This design comes from an exercise in tuning for small area, a short achievable clock period and few clock cycles on the open sky130 flow, not from production work.
No functional check of the RTL was part of any run shown here.
Power figures rest on the tool's default switching activity, not on a simulated workload.

--- design/flow/config.mk ---
export PLATFORM = sky130hd
export DESIGN_NAME = eclog_core
export DESIGN_NICKNAME = eclog_core
export VERILOG_FILES = /design/flow/design.v
export SDC_FILE = /design/flow/constraint.sdc
export NUM_CORES = 4
export LEC_CHECK = 0
export ABC_AREA = 1
export CAP_MARGIN = 20
export CORE_MARGIN = 2
export CORE_UTILIZATION = 40
export SLEW_MARGIN = 20
--- design/flow/constraint.sdc ---
create_clock -name core_clock -period 7.0 [get_ports {clk}]
set_input_delay 1.4000 -clock core_clock [delete_from_list [all_inputs] [get_ports {clk}]]
set_output_delay 1.4000 -clock core_clock [all_outputs]
set_load 0.01 [all_outputs]
--- design/flow/design.v ---
module eclog_crc_step (
    input  wire [15:0] crc_in,
    input  wire [7:0]  data,
    output wire [15:0] crc_out
);
    wire [7:0] x  = crc_in[15:8] ^ data;
    wire [7:0] xs = x ^ {4'b0000, x[7:4]};
    assign crc_out = {crc_in[7:0], 8'h00} ^ {xs[3:0], 12'h000} ^ {3'b000, xs, 5'b00000} ^ {8'h00, xs};
endmodule
module eclog_core (
    input  wire        clk,
    input  wire        rst,
    input  wire        in_valid,
    input  wire [7:0]  in_data,
    output wire        in_ready,
    output reg         out_valid,
    output reg  [7:0]  out_data,
    input  wire        out_ready,
    output wire        mem_req,
    output reg         mem_we,
    output reg  [10:0] mem_addr,
    output wire [7:0]  mem_wdata,
    input  wire        mem_ready,
    input  wire [7:0]  mem_rdata
);
    localparam [7:0] NL = 8'h0A;
    localparam [6:0] P_BOOT  = 7'd0;
    localparam [6:0] P_ENTRY = 7'd6;
    localparam [6:0] P_ADDR  = 7'd17;
    localparam [6:0] P_NOENT = 7'd37;
    localparam [6:0] P_INV   = 7'd65;
    localparam [6:0] P_FULL  = 7'd80;
    localparam integer ROM_LEN = 97;
    localparam [8*ROM_LEN-1:0] ROM =
        {"Boot.\n", "Log entry: ", ". Memory address: 0X",
         "No valid log entries found!\n", "Invalid input!\n", "Error: log full!\n"};
    localparam [2:0] E_IDLE = 3'd0;
    localparam [2:0] E_MSG  = 3'd1;    
    localparam [2:0] E_PAY  = 3'd2;    
    localparam [2:0] E_HEX  = 3'd3;    
    localparam [2:0] E_SEL  = 3'd4;    
    reg  [2:0]  em;
    reg  [6:0]  ptr;
    reg  [5:0]  oslot;         
    reg  [7:0]  rom_char;
    reg  [1:0]  rom_next;      
    always @* begin
        rom_char = ROM[8*(ROM_LEN-1-ptr) +: 8];
        case (ptr)
            7'd5, 7'd64, 7'd79, 7'd96: rom_next = 2'd1;
            7'd16:                      rom_next = 2'd2;
            7'd36:                      rom_next = 2'd3;
            default:                    rom_next = 2'd0;
        endcase
    end
    reg  [5:0]  scan_slot;     
    reg         scan_done;     
    reg  [1:0]  sph;           
    reg  [15:0] crc;
    wire [15:0] crc_next;
    eclog_crc_step u_crc (
        .crc_in (crc),
        .data   (mem_rdata),
        .crc_out(crc_next)
    );
    reg         wr_erase;
    reg         wr_probe;      
    reg  [5:0]  cursor;
    reg  [7:0]  frame_byte;
    always @* begin
        if (wr_probe)
            case (mem_addr[2:0])
                3'd0: frame_byte = "p";
                3'd1: frame_byte = "r";
                3'd2: frame_byte = "o";
                3'd3: frame_byte = "b";
                3'd4: frame_byte = "e";
                3'd5: frame_byte = 8'h00;
                3'd6: frame_byte = 8'h9E;
                default: frame_byte = 8'h61;
            endcase
        else
            case (mem_addr[2:0])
                3'd0: frame_byte = "B";
                3'd1: frame_byte = "o";
                3'd2: frame_byte = "o";
                3'd3: frame_byte = "t";
                3'd4: frame_byte = 8'h00;
                3'd5: frame_byte = 8'hBA;
                default: frame_byte = 8'h1C;
            endcase
    end
    wire wr_last = wr_erase ? (mem_addr[10:6] == 5'd31)
                            : (mem_addr[2:0] == {2'b11, wr_probe});
    wire pay_use  = (em == E_PAY);
    wire scan_use = !mem_we && !pay_use && !scan_done;
    assign mem_req   = mem_we || pay_use || !scan_done;
    assign mem_wdata = wr_erase ? 8'h00 : frame_byte;
    wire rd_zero = (mem_rdata == 8'h00);
    localparam [3:0] L_EMPTY = 4'd0;
    localparam [3:0] L_ERASE = 4'd5;
    localparam [3:0] L_WRITE = 4'd10;
    localparam [3:0] L_READ  = 4'd14;
    localparam [3:0] L_BAD   = 4'd15;
    reg  [3:0]  lst;
    reg  [7:0]  l_exp;         
    always @* begin
        case (lst)
            4'd1:    l_exp = "r";
            4'd2:    l_exp = "a";
            4'd3:    l_exp = "s";
            4'd4:    l_exp = "e";
            4'd6:    l_exp = "r";
            4'd7:    l_exp = "i";
            4'd8:    l_exp = "t";
            4'd9:    l_exp = "e";
            4'd11:   l_exp = "e";
            4'd12:   l_exp = "a";
            4'd13:   l_exp = "d";
            default: l_exp = 8'h00;
        endcase
    end
    reg  [3:0]  lst_next;
    always @* begin
        if (lst == L_EMPTY)
            lst_next = (in_data == "e") ? 4'd1 :
                       (in_data == "w") ? 4'd6 :
                       (in_data == "r") ? 4'd11 : L_BAD;
        else if (lst == L_ERASE || lst == L_WRITE || lst == L_READ || lst == L_BAD
                 || in_data != l_exp)
            lst_next = L_BAD;
        else
            lst_next = lst + 4'd1;
    end
    reg         boot;          
    wire can_emit = !out_valid || out_ready;
    assign in_ready = !boot && (em == E_IDLE) && !mem_we && !out_valid;
    wire take = in_valid && in_ready;
    wire is_nl = (in_data == NL);
    reg  [3:0] hex_nib;
    always @* begin
        case (ptr[1:0])
            2'd3:    hex_nib = {1'b0, oslot[4:2]};
            2'd2:    hex_nib = {oslot[1:0], 2'b00};
            default: hex_nib = 4'd0;
        endcase
    end
    wire [7:0] hex_char = (ptr[1:0] == 2'd0) ? NL :
                          (hex_nib < 4'd10) ? (8'h30 + {4'h0, hex_nib})
                                            : (8'h37 + {4'h0, hex_nib});
    wire [1:0] hex_first = (oslot[4:2] != 3'd0) ? 2'd3 :
                           (oslot[1:0] != 2'd0) ? 2'd2 : 2'd1;
    always @(posedge clk) begin
        if (rst) begin
            em        <= E_IDLE;
            ptr       <= 7'd0;
            oslot     <= 6'd0;
            mem_addr  <= 11'd0;
            mem_we    <= 1'b0;
            scan_slot <= 6'd0;
            scan_done <= 1'b0;
            sph       <= 2'd0;
            crc       <= 16'hFFFF;
            wr_erase  <= 1'b0;
            wr_probe  <= 1'b0;
            cursor    <= 6'd0;
            boot      <= 1'b1;
            lst       <= L_EMPTY;
            out_valid <= 1'b0;
            out_data  <= 8'h00;
        end else begin
            if (out_valid && out_ready)
                out_valid <= 1'b0;
            if (!scan_use) begin
                sph <= 2'd0;
                crc <= 16'hFFFF;
            end else if (mem_ready) begin
                case (sph)
                    2'd0: begin
                        crc <= crc_next;
                        mem_addr[5:0] <= mem_addr[5:0] + 6'd1;
                        if (rd_zero) begin
                            if (mem_addr[5:0] == 6'd0) scan_done <= 1'b1;
                            else                       sph <= 2'd1;
                        end else if (mem_addr[5:0] == 6'd60) begin
                            scan_done <= 1'b1;
                        end
                    end
                    2'd1: begin
                        mem_addr[5:0] <= mem_addr[5:0] + 6'd1;
                        if (mem_rdata == crc[15:8]) sph <= 2'd2;
                        else                        scan_done <= 1'b1;
                    end
                    default: begin
                        if (mem_rdata == crc[7:0]) begin
                            scan_slot <= scan_slot + 6'd1;
                            scan_done <= (scan_slot == 6'd31);
                            mem_addr  <= {scan_slot[4:0] + 5'd1, 6'd0};
                            sph       <= 2'd0;
                            crc       <= 16'hFFFF;
                        end else begin
                            scan_done <= 1'b1;
                        end
                    end
                endcase
            end
            if (boot && scan_done) begin
                boot   <= 1'b0;
                mem_we <= 1'b1;
                if (scan_slot[5]) begin
                    wr_erase  <= 1'b1;
                    mem_addr  <= 11'd0;
                    cursor    <= 6'd0;
                    scan_slot <= 6'd0;
                    scan_done <= 1'b1;
                end else begin
                    wr_erase  <= 1'b0;
                    wr_probe  <= 1'b0;
                    mem_addr  <= {scan_slot[4:0], 6'd0};
                    cursor    <= scan_slot;
                    scan_slot <= scan_slot + 6'd1;
                    scan_done <= (scan_slot == 6'd31);
                    em        <= E_MSG;
                    ptr       <= P_BOOT;
                end
            end
            if (mem_we && mem_ready) begin
                if (wr_erase)
                    mem_addr[10:6] <= mem_addr[10:6] + 5'd1;
                else
                    mem_addr[2:0] <= mem_addr[2:0] + 3'd1;
                if (wr_last) begin
                    mem_we   <= 1'b0;
                    mem_addr <= {scan_slot[4:0], 6'd0};    
                    if (!wr_erase) cursor <= cursor + 6'd1;
                end
            end
            if (take) begin
                out_valid <= 1'b1;               
                out_data  <= in_data;
                if (is_nl) begin
                    lst <= L_EMPTY;
                    case (lst)
                        L_EMPTY: ;
                        L_ERASE: begin
                            mem_we    <= 1'b1;
                            wr_erase  <= 1'b1;
                            mem_addr  <= 11'd0;
                            cursor    <= 6'd0;
                            scan_slot <= 6'd0;
                            scan_done <= 1'b1;
                        end
                        L_WRITE: begin
                            if (cursor[5]) begin
                                em  <= E_MSG;
                                ptr <= P_FULL;
                            end else begin
                                mem_we   <= 1'b1;
                                wr_erase <= 1'b0;
                                wr_probe <= 1'b1;
                                mem_addr <= {cursor[4:0], 6'd0};
                                if (cursor == scan_slot) begin
                                    scan_slot <= scan_slot + 6'd1;
                                    scan_done <= (scan_slot == 6'd31);
                                end
                            end
                        end
                        L_READ: begin
                            em    <= E_SEL;
                            oslot <= 6'd0;
                        end
                        default: begin
                            em  <= E_MSG;
                            ptr <= P_INV;
                        end
                    endcase
                end else begin
                    lst <= lst_next;
                end
            end
            if (can_emit) begin
                case (em)
                    E_MSG: begin
                        out_valid <= 1'b1;
                        out_data  <= rom_char;
                        ptr       <= ptr + 7'd1;
                        case (rom_next)
                            2'd1: em <= E_IDLE;
                            2'd2: begin
                                em       <= E_PAY;
                                mem_addr <= {oslot[4:0], 6'd0};
                            end
                            2'd3: begin
                                em  <= E_HEX;
                                ptr <= {5'd0, hex_first};
                            end
                            default: ;
                        endcase
                    end
                    E_PAY: begin
                        if (mem_ready) begin
                            out_valid <= 1'b1;
                            if (rd_zero) begin
                                out_data <= ".";
                                ptr      <= P_ADDR + 7'd1;
                                em       <= E_MSG;
                                mem_addr <= {scan_slot[4:0], 6'd0};    
                            end else begin
                                out_data      <= mem_rdata;
                                mem_addr[5:0] <= mem_addr[5:0] + 6'd1;
                            end
                        end
                    end
                    E_HEX: begin
                        out_valid <= 1'b1;
                        out_data  <= hex_char;
                        ptr[1:0]  <= ptr[1:0] - 2'd1;
                        if (ptr[1:0] == 2'd0) begin
                            oslot <= oslot + 6'd1;
                            em    <= E_SEL;
                        end
                    end
                    E_SEL: begin
                        if (oslot < scan_slot) begin
                            out_valid <= 1'b1;
                            out_data  <= "L";
                            ptr       <= P_ENTRY + 7'd1;
                            em        <= E_MSG;
                        end else if (scan_done) begin
                            out_valid <= 1'b1;
                            out_data  <= "N";
                            ptr       <= P_NOENT + 7'd1;
                            em        <= E_MSG;
                        end
                    end
                    default: ;
                endcase
            end
        end
    end
endmodule
--- design/flow/run.sh ---
#!/bin/bash
# synth_recipe.tcl (not shown) runs the flow's synth.tcl, then flattens the netlist and writes it again
# the make line also repeats each setting of config.mk as NAME=value (left out here)
make -C /OpenROAD-flow-scripts/flow DESIGN_CONFIG=/design/flow/config.mk WORK_HOME=/design/flow/orfs CLKGATE_MAP_FILE= SYNTH_SCRIPT=/design/flow/synth_recipe.tcl finish
==> results of run 1 <==
[report_power, final]
group	switching, W	internal [W]
clock network	0.000213	0.000298
logic	0.000256	0.000157
registers	0.0000303	0.000490
total	0.000499	0.000945
[layout by cell type (no fill, tap or decap), types with 6 or more instances in the layout]
cell type	count
nand4_1	24
o21ai_0	110
dfxtp_1	81
a31oi_1	8
o221ai_1	7
nand2_1	313
nor2_1	124
o22ai_1	17
nor2_2	15
inv_2	21
ha_1	33
clkbuf_16	9
nor3_1	29
xor2_1	17
o21ai_1	23
o211ai_1	17
xnor2_1	15
a211oi_1	6
inv_1	158
or2_2	6
a21oi_1	84
nand3_1	101
clkdlybuf4s50_1	51
nand2_2	12
[final cells by class]
cell class	instances	area share
Clock buffer	11	0.02847
Clock inverter	5	0.006905
Tap cell	265	0.03734
Sequential cell	81	0.1826
Inverter	181	0.07652
Multi-Input combinational cell	1019	0.6089
Timing Repair Buffer	53	0.05919
[sequential cells by signal (all words and copies together), names as in the netlist]
signal     count
out_valid      1
mem_we         1
scan_done      1
crc           16
out_data       8
l_exp          6
scan_slot      6
lst            4
mem_addr      11
boot           1
wr_probe       1
ptr            7
sph            2
em             3
wr_erase       1
oslot          6
cursor         6
[routing by layer]
layer	track usage	up-vias
li1	-	4447
met5	0	-
met2	0.3955	387
met1	0.3686	4032
met3	0.03974	40
met4	0.06490	0
[synthesized netlist by cell type (3+ instances only)]
cell | number | area [um2]
buf_2 | 18 | 90.09
o31ai_1 | 4 | 30.03
clkbuf_1 | 11 | 41.29
o21ai_1 | 23 | 115.1
a21oi_2 | 3 | 26.28
a31oi_1 | 8 | 50.05
nor4_1 | 3 | 18.77
dfxtp_1 | 81 | 1622
inv_2 | 21 | 78.83
nor2_1 | 125 | 469.2
inv_1 | 158 | 593.1
or2_2 | 6 | 37.54
nand3_2 | 3 | 30.03
a21oi_1 | 84 | 420.4
nor2_4 | 5 | 56.30
nand2_4 | 4 | 45.04
nand2_1 | 313 | 1175
o211ai_1 | 17 | 127.6
o22ai_1 | 17 | 106.4
nor2_2 | 14 | 87.58
a211oi_1 | 6 | 45.04
xor2_1 | 17 | 148.9
nor3_1 | 29 | 145.1
ha_1 | 33 | 412.9
a22oi_1 | 4 | 30.03
o21ai_0 | 110 | 550.5
nand3_1 | 101 | 505.5
o221ai_1 | 7 | 61.31
nand4_1 | 24 | 150.1
xnor2_1 | 15 | 131.4
nand2_2 | 12 | 75.07
[kinds of logic (layout without fill, tap and decap cells)]
logic type,Yosys count,in the layout,synth area share
AO/OA/AOI/OAI,299,299,0.2187
XOR/XNOR,34,34,0.04263
adder cells (fa/ha/maj),33,33,0.05249
buffers and inverters,213,250,0.1069
flip-flops,81,81,0.2061
AND/OR/NAND/NOR,653,653,0.3732
[stage by stage]
step,utilization,hold slack [ns],power (W),instances
6_report,0.4577,0.4826,0.001444,1615
5_1_grt,0.4577,0.5010,0.001528,1615
4_1_cts,0.4577,0.4827,0.001447,1615
3_5_place_dp,0.4415,0.4683,0.0009360,1599
3_3_place_gp,0.4414,0.4623,0.0009390,1599
2_1_floorplan,-,0.4497,0.0008071,1313
[worst max-delay path, cell delays in order, from the launching register on]
cell	delay [ns]
dfxtp_1	0.52
inv_2	0.16
ha_1	0.27
o21ai_0	0.21
nand3_1	0.19
nor2_1	0.16
nand2_1	0.08
nand3b_1	0.09
o311ai_0	0.13
inv_1	0.09
clkdlybuf4s50_1	0.53
[final timing paths]
| check | end | cells after the start | slack (ns) | startpoint |
|---|---|---|---|---|
| min reg2reg | crc[11] | 2 | 0.48 | crc[11] |
| max reg2reg | out_data[6] | 17 | 3.68 | ptr[0] |
| max | mem_wdata[6] | 10 | 2.82 | mem_addr[0] |
| min | crc[11] | 2 | 0.48 | crc[11] |
==> qor.csv, run 1 <==
metric;value;unit
Peak supply drop;0.1140;mV
Setup WS pre-CTS;3.044;ns
CTS Hold Bufs;0;
CTS max path bufs;2;
final worst slack;2.816;ns
RSZ-0062 raised after global routing;no;
HP Class;reg2reg;
critical path required time;5.60;ns
fin crit share;0.5977;
sequential-to-total area share from yosys stat;0.2061;
Syn Std Cell Area;7866;um2
Worst Path Max Fanout;9;
H-tree depth;3;
Avg Cell Area, Syn;5.991;um2
leak pwr;3.915;nW
M1 wire length;12400;um
largest net degree at the start of global routing;33;
Setup Skew;0.01167;ns
post-CTS sizing;0;
prevailing post-synth register cell;dfxtp_1;
unique cell type count in the Yosys netlist;59;
Multi-input gate area;5406;um2
first-pass GRT wire length;42280;um
Synth Warn #;1;
pwr dens;162.6;nW/um2
via count;8906;
final slew viol count;0;
share of cells above drive strength 1;0.07407;
Fin. Hold Viols;0;
Critical Path Source Type;register;
detailed placement HPWL;20100;um
CTS tree;done;
Die Y;144.2;um
DRC viols;0;
die area;20800;um2
via/cell ratio;5.515;
port bufs;51;
FILL cells;2122;
Worst slew margin;0.4445;
final setup fails;0;
Iter 0 DRT Violations;842;
Worst EP arrival;2.78;ns
# nets final;1399;
Post-synth ARST share;0;
TritonRoute pass-1 iters;6;
initial antenna violation count;0;
TNS Setup;0;ns
CTS clock-pin slew for the worst setup and hold paths;0.07;ns
CP endpoint kind;output port;
status;finished clean;
flops & latches, synth;81;
synthesis-to-finish area growth;12.87;%
clock latency on the worst-skew pair;0.35;ns
met3 WL;1810;um
number of antenna-violating nets in the routed design;0;
# diodes;0;
fmax;239.0;MHz
Initial Util;0.4055;
cell area after layout;8879;um2
routed wire length on met2;11500;um
Max Cap Viol;0;
Sinks on Clock Net;81;
core area;19400;um2
GP Congestion;0.9779;
Post-synth EDFFs;0;
GRT overflow;0;
I/O pin cnt;52;
Placed Area;8564;um2
Slew @ Worst Pin;0.8312;ns
register area;1622;um2
final wirelength;26180;um
num rows;51;
Num CTS Buffers;9;
top layer in use;met4;
Root Buffer;clkbuf_16;
number of global-route vias before repair;8053;
fin crit period;4.184;ns
die width;144.2;um
Avg WL per Cell;16.21;um
Post-Synthesis Cells;1313;
Crit Path Category;reg2out;
setup bufs post-CTS;0;
syn_nets;1367;
Total GRT Usage;0.2549;
==> run 2: changes to the inputs <==
--- a/design/flow/config.mk
+++ b/design/flow/config.mk
@@ -6,5 +6,4 @@
 export NUM_CORES = 4
 export LEC_CHECK = 0
-export ABC_AREA = 1
 export CAP_MARGIN = 20
 export CORE_MARGIN = 2
==> run 2 against run 1 <==
Clock skew fell by 0.0044 ns. Sequential power is 1% lower. Final area up 1.3%. Global-route usage down 0.41 points. Critical endpoint is now mem_wdata[4]. Hold slack improved by 0.035 ns. Flip-flop and latch count did not move. Total power down 15%. Clock-buffer cell count decreased by 1.
==> qor.csv, run 2 <==
metric;value;unit;change
unique cell type count in the Yosys netlist;95;;was 59
Slew @ Worst Pin;0.9514;ns;was 0.8312 ns
via/cell ratio;6.189;;was 5.515
max reg flops;16;;unchanged
final worst slack;2.625;ns;was 2.816 ns
Setup WS pre-CTS;2.606;ns;was 3.044 ns
CTS clock-pin slew for the worst setup and hold paths;0.06;ns;was 0.07 ns
Worst EP arrival;2.98;ns;was 2.78 ns
DRC viols;0;;unchanged
Peak supply drop;0.08584;mV;was 0.1140 mV
count leader, synth;nor2_1;;was nand2_1
core area;20100;um2;was 19400 um2
Post-Synthesis Cells;1150;;was 1313
RSZ-0062 raised after global routing;no;;unchanged
Multi-input gate area;6005;um2;was 5406 um2
Max Cap Viol;0;;unchanged
Avg Cell Area, Syn;7.080;um2;was 5.991 um2
post-CTS sizing;0;;unchanged
Initial Util;0.4050;;was 0.4055
area leader, netlist;dfxtp_1;;unchanged
commonest cells in the netlist;111 x nor2_1, 108 x nand2_1, 100 x a21oi_1;;was 313 x nand2_1, 158 x inv_1, 125 x nor2_1
number of global-route vias before repair;8074;;was 8053
final setup fails;0;;unchanged
fin crit share;0.6250;;was 0.5977
Post-synth ARST share;0;;unchanged
num rows;52;;was 51
pwr dens;137.1;nW/um2;was 162.6 nW/um2
# nets final;1189;;was 1399
initial antenna violation count;0;;unchanged
fin crit period;4.375;ns;was 4.184 ns
leak pwr;3.034;nW;was 3.915 nW
top post-synthesis cells by area;dfxtp_1 20%, a21oi_1 6.1%, nor2_1 5.1%;;was dfxtp_1 21%, nand2_1 15%, inv_1 7.5%
Synth Warn #;1;;unchanged
GRT overflow;0;;unchanged
status;finished clean;;unchanged
detailed placement HPWL;19470;um;was 20100 um
syn_nets;1204;;was 1367
CTS tree;done;;unchanged
commonest non-fill, non-tap cell in the layout;nor2_1;;was nand2_1
GP Congestion;0.9599;;was 0.9779
Root Buffer;clkbuf_16;;unchanged
Avg WL per Cell;19.15;um;was 16.21 um
sequential-to-total area share from yosys stat;0.1992;;was 0.2061
Num CTS Buffers;9;;unchanged
Sinks on Clock Net;81;;unchanged
Critical Path Source Type;register;;unchanged
die area;21510;um2;was 20800 um2
Final Util;0.4473;;was 0.4577
critical path required time;5.60;ns;about the same
Syn Std Cell Area;8142;um2;was 7866 um2
H-tree depth;3;;unchanged
TritonRoute pass-1 iters;5;;was 6
placed cells;1394;;was 1599
share of cells above drive strength 1;0.06409;;was 0.07407
TNS Setup;0;ns;unchanged
via count;8721;;was 8906
biggest regs;crc x16, mem_addr x11, out_data x8;;unchanged
clock latency on the worst-skew pair;0.35;ns;about the same
final wirelength;26980;um;was 26180 um
FILL cells;2075;;was 2122
HP Class;reg2reg;;unchanged
register area;1622;um2;unchanged
Setup Skew;0.007280;ns;was 0.01167 ns
Die Y;146.7;um;was 144.2 um
CP endpoint kind;output port;;unchanged
CTS max path bufs;2;;unchanged
Post-synth EDFFs;0;;unchanged
fmax;228.6;MHz;was 239.0 MHz
Total GRT Usage;0.2508;;was 0.2549
# diodes;0;;unchanged
first-pass GRT wire length;44410;um;was 42280 um
largest net degree at the start of global routing;49;;was 33
die width;146.7;um;was 144.2 um
FF-to-FF setup slack;2.82;ns;was 3.68 ns
area share of the largest cell type after synthesis;0.1992;;was 0.2061
Iter 0 DRT Violations;675;;was 842
setup bufs post-CTS;0;;unchanged
Fin. Hold Viols;0;;unchanged
worst hold slack;0.5177;ns;was 0.4826 ns
Worst Path Max Fanout;22;;was 9
prevailing post-synth register cell;dfxtp_1;;unchanged
Biggest register;crc;;unchanged
port bufs;51;;unchanged
flops & latches, synth;81;;unchanged
I/O pin cnt;52;;unchanged
number of antenna-violating nets in the routed design;0;;unchanged
commonest non-fill, non-tap cells in the layout;111 x nor2_1, 108 x nand2_1, 100 x a21oi_1, 81 x dfxtp_1, 74 x o21ai_0;;was 313 x nand2_1, 158 x inv_1, 124 x nor2_1, 110 x o21ai_0, 101 x nand3_1
final slew viol count;0;;unchanged
synthesis-to-finish area growth;10.45;%;was 12.87%
CTS Hold Bufs;0;;unchanged
Crit Path Category;reg2out;;unchanged
non-filler instance count after layout;1409;;was 1615
Worst slew margin;0.3612;;was 0.4445
-- run 2: changes by cell type after synthesis, sizes merged, moves of 17 or more --
| cell | delta |
|---|---|
| nor4 | +22 |
| xnor2 | +24 |
| nand2 | -220 |
| nand3 | -57 |
| clkbuf | +49 |
| inv | -150 |
| nor2 | -31 |
| nor2b | +17 |
| o21ai | -53 |
-- run 2: worst max-delay path, cell delays in order, from the launching register on --
cell and delay [ns]:
dfxtp_1 0.75, inv_1 0.22, ha_1 0.32, nor2_1 0.21, nor2_1 0.08, a21oi_1 0.17
a211oi_1 0.07, a211oi_1 0.23, clkdlybuf4s50_1 0.57
-- run 2: metrics by stage --
step	instance area, um2	power, W
floorplan	8142	0.0006971
global placement	8700	0.0007662
detailed placement	8700	0.0007670
CTS	8986	0.001237
global route	8992	0.001286
finish	8992	0.001233
-- run 2: worst paths after layout --
kind | start | to | cells past startpoint
max | mem_addr[2] | mem_wdata[4] | 8
min | mem_addr[4] | mem_addr[4] | 1
max reg2reg | ptr[0] | out_data[2] | 10
min reg2reg | mem_addr[4] | mem_addr[4] | 1
-- run 2: layout make-up --
type,instances,share of cell area
multi-input combinational,945,0.6677
sequential,81,0.1803
timing repair buffer,67,0.06957
tap,270,0.03757
clock buffer,10,0.02546
inverter,31,0.01294
clock inverter,5,0.006400
-- run 2: cells by family after synthesis --
kind of cell	after synthesis	share of synthesized area
multiplexers	15	0.01921
AND/OR/NAND/NOR	451	0.2831
adder cells (fa/ha/maj)	33	0.05072
flip-flops	81	0.1992
buffers and inverters	124	0.06639
AO/OA/AOI/OAI	374	0.2998
XOR/XNOR	72	0.08160
-- run 2: per-layer routing --
layer | part of all wire | vias up | global-route usage
li1 | - | 4229 | -
met3 | 0.070 | 60 | 0.04500
met1 | 0.44 | 4073 | 0.3373
met4 | 0.030 | 0 | 0.1010
met5 | 0 | - | 0
met2 | 0.46 | 359 | 0.3974
-- run 2: power breakdown --
part	internal, W	switching, W	leakage [nW]	total (W)
Clock	0.000275	0.000198	0.142	0.000473
Sequential	0.000487	0.0000267	0.656	0.000514
Combinational	0.000116	0.000131	2.24	0.000247
==> run 3: changes to the inputs <==
--- a/design/flow/config.mk
+++ b/design/flow/config.mk
@@ -6,6 +6,9 @@
 export NUM_CORES = 4
 export LEC_CHECK = 0
+export ABC_AREA = 0
+export ABC_CLOCK_PERIOD_IN_PS = 2500
 export CAP_MARGIN = 20
 export CORE_MARGIN = 2
 export CORE_UTILIZATION = 40
+export SETUP_SLACK_MARGIN = 4.0
 export SLEW_MARGIN = 20
==> run 3 against run 2 <==
Clock-buffer cell count unchanged. Still clean. Clock skew rose by 0.0025 ns. Final area is 21% higher. Critical endpoint is now l_exp[2]. Largest power group unchanged.
==> qor.csv, run 3 <==
metric;value;unit;change
flops & latches, synth;81;;unchanged
commonest non-fill, non-tap cells in the layout;101 x nor2_1, 100 x nand2_1, 85 x a21oi_1, 84 x buf_4, 67 x dfxtp_1;;was 111 x nor2_1, 108 x nand2_1, 100 x a21oi_1, 81 x dfxtp_1, 74 x o21ai_0
core area;20100;um2;unchanged
Post-Synthesis Cells;1150;;unchanged
CTS Hold Bufs;0;;unchanged
unique cell type count in the Yosys netlist;95;;unchanged
worst path cell trace;buf_8 -> xor2_1 -> or4_4 -> or4_4 -> a31oi_4 -> nor2_4 -> inv_4 -> buf_6 -> ha_1 -> mux2_2 -> nand2_1 -> a21oi_2;;was inv_1 -> ha_1 -> nor2_1 -> nor2_1 -> a21oi_1 -> a211oi_1 -> a211oi_1 -> clkdlybuf4s50_1
Biggest register;crc;;unchanged
worst hold slack;0.5137;ns;was 0.5177 ns
FILL cells;1837;;was 2075
largest net degree at the start of global routing;60;;was 49
Peak supply drop;0.1069;mV;was 0.08584 mV
Num CTS Buffers;9;;unchanged
fin crit share;0.4849;;was 0.6250
prevailing post-synth register cell;dfxtp_1;;unchanged
switch share;0.3006;;was 0.2883
fin crit period;3.394;ns;was 4.375 ns
FF-to-FF setup slack;3.88;ns;was 2.82 ns
critical path required time;7.28;ns;was 5.60 ns
Worst Path Max Fanout;3;;was 22
Setup Skew;0.009765;ns;was 0.007280 ns
Crit Path Category;in2reg;;was reg2out
first-pass GRT wire length;47910;um;was 44410 um
CTS clock-pin slew for the worst setup and hold paths;0.06;ns;about the same
final slew viol count;0;;unchanged
Post-synth EDFFs;0;;unchanged
# nets final;1293;;was 1189
CTS tree;done;;unchanged
Sinks on Clock Net;81;;unchanged
CTS max path bufs;2;;unchanged
slowest CP cell;or4_4;;was dfxtp_1
port bufs;51;;unchanged
fmax;294.6;MHz;was 228.6 MHz
final worst slack;3.606;ns;was 2.625 ns
biggest regs;crc x16, mem_addr x11, out_data x8;;unchanged
commonest non-fill, non-tap cell in the layout;nor2_1;;unchanged
sequential-to-total area share from yosys stat;0.1992;;unchanged
clock power share;0.375;;was 0.384
I/O pin cnt;52;;unchanged
Synth Warn #;1;;unchanged
Syn Std Cell Area;8142;um2;unchanged
final setup fails;0;;unchanged
share of cells above drive strength 1;0.2735;;was 0.06409
status;finished clean;;unchanged
synthesis-to-finish area growth;33.78;%;was 10.45%
share of power burned in registers;0.390;;was 0.417
Avg Cell Area, Syn;7.080;um2;unchanged
GRT overflow;0;;unchanged
RSZ-0062 raised after global routing;yes;;was no
Max Cap Viol;0;;unchanged
syn_nets;1204;;unchanged
max reg flops;16;;unchanged
pwr dens;120.0;nW/um2;was 137.1 nW/um2
Placed Area;8866;um2;was 8700 um2
via/cell ratio;6.308;;was 6.189
leak pwr;3.850;nW;was 3.034 nW
detailed placement HPWL;19850;um;was 19470 um
HP Class;reg2reg;;unchanged
combinational power share;0.235;;was 0.200
die area;21510;um2;unchanged
final wirelength;30690;um;was 26980 um
number of global-route vias before repair;8666;;was 8074
# diodes;0;;unchanged
area leader, netlist;dfxtp_1;;unchanged
Total GRT Usage;0.2740;;was 0.2508
TNS Setup;0;ns;unchanged
Final Util;0.5418;;was 0.4473
clock latency on the worst-skew pair;0.36;ns;was 0.35 ns
Iter 0 DRT Violations;866;;was 675
count leader, synth;nor2_1;;unchanged
cell area after layout;10890;um2;was 8992 um2
Post-synth ARST share;0;;unchanged
number of antenna-violating nets in the routed design;0;;unchanged
Worst EP arrival;3.67;ns;was 2.98 ns
initial antenna violation count;0;;unchanged
CP endpoint kind;register;;was output port
Int Pwr;0.0009143;W;was 0.0008776 W
Worst slew margin;0.4331;;was 0.3612
die width;146.7;um;unchanged
CP max stage delay;0.52;ns;was 0.75 ns
Root Buffer;clkbuf_16;;unchanged
commonest cells in the netlist;111 x nor2_1, 108 x nand2_1, 100 x a21oi_1;;unchanged
Fin. Hold Viols;0;;unchanged
TritonRoute pass-1 iters;5;;unchanged
area share of the largest cell type after synthesis;0.1992;;unchanged
crit-path most repeated cell;or4_4;;
Avg WL per Cell;20.28;um;was 19.15 um
Critical Path Source Type;input port;;was register
Die Y;146.7;um;unchanged
top post-synthesis cells by area;dfxtp_1 20%, a21oi_1 6.1%, nor2_1 5.1%;;unchanged
GP Congestion;0.9732;;was 0.9599
H-tree depth;3;;unchanged
num rows;52;;unchanged
Initial Util;0.4050;;unchanged
Setup WS pre-CTS;2.720;ns;was 2.606 ns
DRC viols;0;;unchanged
Slew @ Worst Pin;0.8503;ns;was 0.9514 ns
via count;9544;;was 8721
Sw Pwr;0.0003930;W;was 0.0003556 W
run 3: cell counts after synthesis:
No cell type changed its count.
run 3: cell families after synthesis:
family                   count (synthesis)  synth area share
buffers and inverters                  124           0.06639
flip-flops                              81            0.1992
AND/OR/NAND/NOR                        451            0.2831
AO/OA/AOI/OAI                          374            0.2998
multiplexers                            15           0.01921
XOR/XNOR                                72           0.08160
adder cells (fa/ha/maj)                 33           0.05072
run 3: through the flow:
step	power [W]	std cells
2_1_floorplan	0.0007038	1150
3_5_place_dp	0.0007730	1392
5_1_grt	0.001366	1513
6_report	0.001307	1513
4_1_cts	0.001298	1479
3_3_place_gp	0.0007730	1392
run 3: metal layers:
metal  track usage  wire, um  vias to the layer above
li1              -         -                     4444
met1        0.3675     13040                     4543
met2        0.4415     14450                      474
met3       0.03594      2092                       83
met4        0.1180      1111                        0
met5             0         0                        -
run 3: power groups by stage:
stage | logic (W) | clock network (W) | registers, W
after floorplan | 0.000188 | 0 | 0.000516
after global placement | 0.000250 | 0 | 0.000523
after detailed placement | 0.000251 | 0 | 0.000522
after CTS | 0.000292 | 0.000496 | 0.000510
after global routing | 0.000336 | 0.000517 | 0.000513
final | 0.000307 | 0.000490 | 0.000510
run 3: final cells by class:
| class | instances | area, um2 | area share |
|---|---|---|---|
| repair buffers | 168 | 1518 | 0.1393 |
| flip-flops and latches | 81 | 1657 | 0.1521 |
| clock inverters | 5 | 56.30 | 0.005169 |
| well taps | 270 | 337.8 | 0.03102 |
| multi-input cells | 948 | 6935 | 0.6368 |
| inverters | 31 | 148.9 | 0.01367 |
| clock buffers | 10 | 239.0 | 0.02194 |
run 3: final timing paths:
| path | startpoint | end | cells after the start |
|---|---|---|---|
| hold reg to reg | crc[12] | crc[12] | 2 |
| hold / removal | crc[12] | crc[12] | 2 |
| setup / recovery | in_data[3] | l_exp[2] | 12 |
| setup reg to reg | lst[0] | l_exp[2] | 14 |
run 3: timing repair:
action                                 CTS  global route
endpoints found under the hold margin    0             0
resized for setup                      226           105
setup endpoints to repair               91            58
setup buffers                           69            32
pin swaps                               59            53
gates cloned                             3             2
run 3: critical path: cells and delay by family:
family,cells,cell delay [ns]
xor gates and xnor gates,1,0.13
and+or+nand+nor,4,1.18
buffers and inverters,3,0.32
AOI/OAI and AO/OA,2,0.35
muxes,1,0.15
adders and majority gates,1,0.14
==> run 4: changes to the inputs <==
--- a/design/flow/config.mk
+++ b/design/flow/config.mk
@@ -6,6 +6,5 @@
 export NUM_CORES = 4
 export LEC_CHECK = 0
-export ABC_AREA = 0
-export ABC_CLOCK_PERIOD_IN_PS = 2500
+export ABC_AREA = 1
 export CAP_MARGIN = 20
 export CORE_MARGIN = 2
==> run 4 against run 3 <==
Global-route usage about the same. Critical path depth down 3. Clock skew grew 0.0033 ns. Largest cell class unchanged. Critical endpoint is now mem_wdata[6]. Critical path type is now reg2out. Largest power group unchanged.
==> qor.csv, run 4 <==
metric;value;unit;change
status;finished clean;;unchanged
final slew viol count;0;;unchanged
GP Congestion;0.9675;;was 0.9732
post-synthesis mux area share;0;;was 0.01921
crit-path most repeated cell;buf_4;;was or4_4
commonest non-fill, non-tap cells in the layout;299 x nand2_1, 142 x inv_1, 114 x nor2_1, 101 x o21ai_0, 97 x nand3_1;;was 101 x nor2_1, 100 x nand2_1, 85 x a21oi_1, 84 x buf_4, 67 x dfxtp_1
area leader, netlist;dfxtp_1;;unchanged
Compound-Gate Fraction of Synth Area;0.2187;;was 0.2998
Worst slew margin;0.5036;;was 0.4331
critical path required time;5.60;ns;was 7.28 ns
number of global-route vias before repair;8677;;was 8666
Reg-to-Reg End;out_data[5];;was l_exp[2]
CTS max path bufs;2;;unchanged
port bufs;51;;unchanged
CP max stage delay;0.38;ns;was 0.52 ns
CTS clock-pin slew for the worst setup and hold paths;0.06;ns;about the same
final worst slack;3.620;ns;was 3.606 ns
max reg flops;16;;unchanged
share of cells above drive strength 1;0.1748;;was 0.2735
fmax;295.8;MHz;was 294.6 MHz
Total GRT Usage;0.2738;;was 0.2740
GRT overflow;0;;unchanged
detailed placement HPWL;20430;um;was 19850 um
fin crit share;0.4829;;was 0.4849
CTS Hold Bufs;0;;unchanged
Worst Path Buf+Inv;5;;was 3
non-filler instance count after layout;1667;;was 1513
slowest CP cell;dfxtp_4;;was or4_4
Avg Cell Area, Syn;5.991;um2;was 7.080 um2
area share of the largest cell type after synthesis;0.2061;;was 0.1992
FF-to-FF setup slack;4.21;ns;was 3.88 ns
Max Cap Viol;0;;unchanged
fin crit period;3.380;ns;was 3.394 ns
top post-synthesis cells by area;dfxtp_1 21%, nand2_1 15%, inv_1 7.5%;;was dfxtp_1 20%, a21oi_1 6.1%, nor2_1 5.1%
HP Class;reg2reg;;unchanged
flops & latches, synth;81;;unchanged
worst path cell trace;buf_6 -> ha_4 -> o21ai_4 -> buf_4 -> buf_4 -> nand2_4 -> o311ai_1 -> inv_1 -> buf_2;;was buf_8 -> xor2_1 -> or4_4 -> or4_4 -> a31oi_4 -> nor2_4 -> inv_4 -> buf_6 -> ha_1 -> mux2_2 -> nand2_1 -> a21oi_2
prevailing post-synth register cell;dfxtp_1;;unchanged
Hold Path End;crc[14];;was crc[12]
Root Buffer;clkbuf_16;;unchanged
syn_nets;1367;;was 1204
commonest non-fill, non-tap cell in the layout;nand2_1;;was nor2_1
Fin. Hold Viols;0;;unchanged
CTS tree;done;;unchanged
WHS Path Cells;2;;unchanged
TritonRoute pass-1 iters;5;;unchanged
Worst Path Max Fanout;4;;was 3
RSZ-0062 raised after global routing;yes;;unchanged
# diodes;0;;unchanged
FF-to-FF path depth;15;;was 14
initial antenna violation count;0;;unchanged
Post-Synth Simple-Gate Area;0.3732;;was 0.2831
via count;9402;;was 9544
biggest regs;crc x16, mem_addr x11, out_data x8;;unchanged
Critical Path Source Type;register;;was input port
FF-to-FF Start;ptr[0];;was lst[0]
# nets final;1452;;was 1293
via/cell ratio;5.640;;was 6.308
Crit path max-delay family;buffers and inverters;;was simple AND/OR/NAND/NOR gates
Post-Synth Adder-Cell Area;0.05249;;was 0.05071
placed cells;1600;;was 1392
sequential-to-total area share from yosys stat;0.2061;;was 0.1992
startpoint of the worst hold path;crc[14];;was crc[12]
die area;20800;um2;was 21510 um2
DRC viols;0;;unchanged
core area;19400;um2;was 20100 um2
final wirelength;28350;um;was 30690 um
Crit Path Category;reg2out;;was in2reg
Slew @ Worst Pin;0.7437;ns;was 0.8503 ns
largest family of logic cells by synthesized area;simple AND/OR/NAND/NOR gates;;was compound AO/OA/AOI/OAI gates
xor and xnor area share after synthesis;0.04263;;was 0.08160
num rows;51;;was 52
Peak supply drop;0.1237;mV;was 0.1069 mV
unique cell type count in the Yosys netlist;59;;was 95
Post-synth ARST share;0;;unchanged
synthesis-to-finish area growth;21.57;%;was 33.78%
Setup Skew;0.01306;ns;was 0.009765 ns
CP endpoint kind;output port;;was register
worst hold slack;0.4811;ns;was 0.5137 ns
Initial Util;0.4055;;was 0.4050
die width;144.2;um;was 146.7 um
commonest cells in the netlist;313 x nand2_1, 158 x inv_1, 125 x nor2_1;;was 111 x nor2_1, 108 x nand2_1, 100 x a21oi_1
count leader, synth;nand2_1;;was nor2_1
Final Util;0.4930;;was 0.5418
Setup WS pre-CTS;3.055;ns;was 2.720 ns
Num CTS Buffers;9;;unchanged
Sinks on Clock Net;81;;unchanged
Die Y;144.2;um;was 146.7 um
number of antenna-violating nets in the routed design;0;;unchanged
largest net degree at the start of global routing;33;;was 60
clock latency on the worst-skew pair;0.36;ns;about the same
H-tree depth;3;;unchanged
Iter 0 DRT Violations;887;;was 866
Worst EP arrival;1.98;ns;was 3.67 ns
I/O pin cnt;52;;unchanged
leak pwr;4.222;nW;was 3.850 nW
Post-synth EDFFs;0;;unchanged
Post-Synthesis Cells;1313;;was 1150
Syn Std Cell Area;7866;um2;was 8142 um2
Avg WL per Cell;17.01;um;was 20.28 um
Synth Warn #;1;;unchanged
first-pass GRT wire length;45100;um;was 47910 um
final setup fails;0;;unchanged
Biggest register;crc;;unchanged
TNS Setup;0;ns;unchanged
pwr dens;156.2;nW/um2;was 120.0 nW/um2
-- run 4: worst max-delay path by stage --
stage / start / to / slack [ns] / depth (start not counted)
final: mem_addr[0] / mem_wdata[6] / 3.62 / 9
after floorplan: in_data[0] / l_exp[0] / 4.00 / 14
after global placement: mem_ready / mem_addr[10] / 3.14 / 12
after detailed placement: mem_ready / mem_addr[6] / 3.06 / 11
after CTS: mem_addr[0] / mem_wdata[5] / 3.68 / 12
after global routing: mem_addr[0] / mem_wdata[5] / 3.53 / 10
-- run 4: routing by layer --
| layer | global-route usage | part of all wire | vias to the layer above |
|---|---|---|---|
| li1 | - | - | 4562 |
| met1 | 0.3773 | 0.44 | 4327 |
| met2 | 0.4358 | 0.45 | 441 |
| met3 | 0.04967 | 0.074 | 72 |
| met4 | 0.08380 | 0.028 | 0 |
| met5 | 0 | 0 | - |
-- run 4: layout make-up --
cell class,instances,area [um2]
fill,2067,9836
sequential,81,1634
clock buffer,11,242.7
inverter,181,699.4
tap,265,331.6
clock inverter,4,51.30
multi-input combinational,1020,5769
timing repair buffer,105,834.6
-- run 4: report_power, final --
part           switching [W]  total (W)  internal (W)
sequential         0.0000329   0.000523      0.000490
clock               0.000209   0.000494      0.000285
combinational       0.000290   0.000476      0.000186
total               0.000532    0.00149      0.000961
-- run 4: timing repair --
action                                 4_1_cts  5_1_grt
pin swaps                                   20       25
endpoints found under the hold margin        0        0
resized for setup                          125       87
cloned                                       1        0
setup buffers                               36       15
setup endpoints to repair                   76       61
-- run 4: per-stage QoR --
stage / total power (W) / area [um2]
floorplan: 0.0008075 / 7869
global placement: 0.0009428 / 8572
detailed placement: 0.0009401 / 8572
CTS: 0.001463 / 9321
global route: 0.001570 / 9563
finish: 0.001493 / 9563
-- run 4: logic make-up (layout without fill, tap and decap cells) --
| logic type | count (synthesis) | count (layout) |
|---|---|---|
| and+or+nand+nor | 653 | 654 |
| adders and majority gates | 33 | 33 |
| buffers and inverters | 213 | 301 |
| DFF | 81 | 81 |
| AOI/OAI and AO/OA | 299 | 299 |
| xor gates and xnor gates | 34 | 34 |
-- run 4: worst reg2reg max path, cell delays in order, from the launching register on --
cell     delay (ns)
dfxtp_1        0.39
inv_4          0.20
ha_2           0.25
nand2_2        0.10
nor2_2         0.15
nand2_2        0.12
nand2_4        0.21
inv_2          0.16
nor2_1         0.33
inv_1          0.13
o21ai_0        0.22
a21oi_1        0.09
nand3_1        0.09
o21ai_1        0.09
nand2_1        0.09
a21oi_1        0.07

static timing again, ports no longer ideal:
How much do the figures lean on ideal ports? The routed layouts below were timed once more, with nothing changed but the port constraints. Step 1 (the two cells are an assumption about what drives the block):
set clk [get_ports {clk}]
set_driving_cell -lib_cell sky130_fd_sc_hd__clkbuf_16 $clk
set_driving_cell -lib_cell sky130_fd_sc_hd__buf_2 [delete_from_list [all_inputs] $clk]
Step 2 times the ports against the registers' clock, not the clock port: input delays grow and output delays shrink by t, the midpoint of the rising clock arrivals with the driver on. Three values: ideal, step 1, step 2; two values: the first two.
run | t, ns | setup slack, ns | slew at the worst register clock pin (ns)
run 1 | 0.394 | 2.816 / 2.771 / 2.977 | 0.07 / 0.07
run 2 | 0.390 | 2.625 / 2.580 / 2.478 | 0.06 / 0.06
run 3 | 0.399 | 3.606 / 3.615 / 3.216 | 0.07 / 0.07
run 4 | 0.400 | 3.620 / 3.575 / 3.683 | 0.07 / 0.07
After both steps every run listed still meets setup and hold. The setup slack of run 3, which loses most, moves by +0.009 ns with the drivers and by -0.390 ns with both steps.
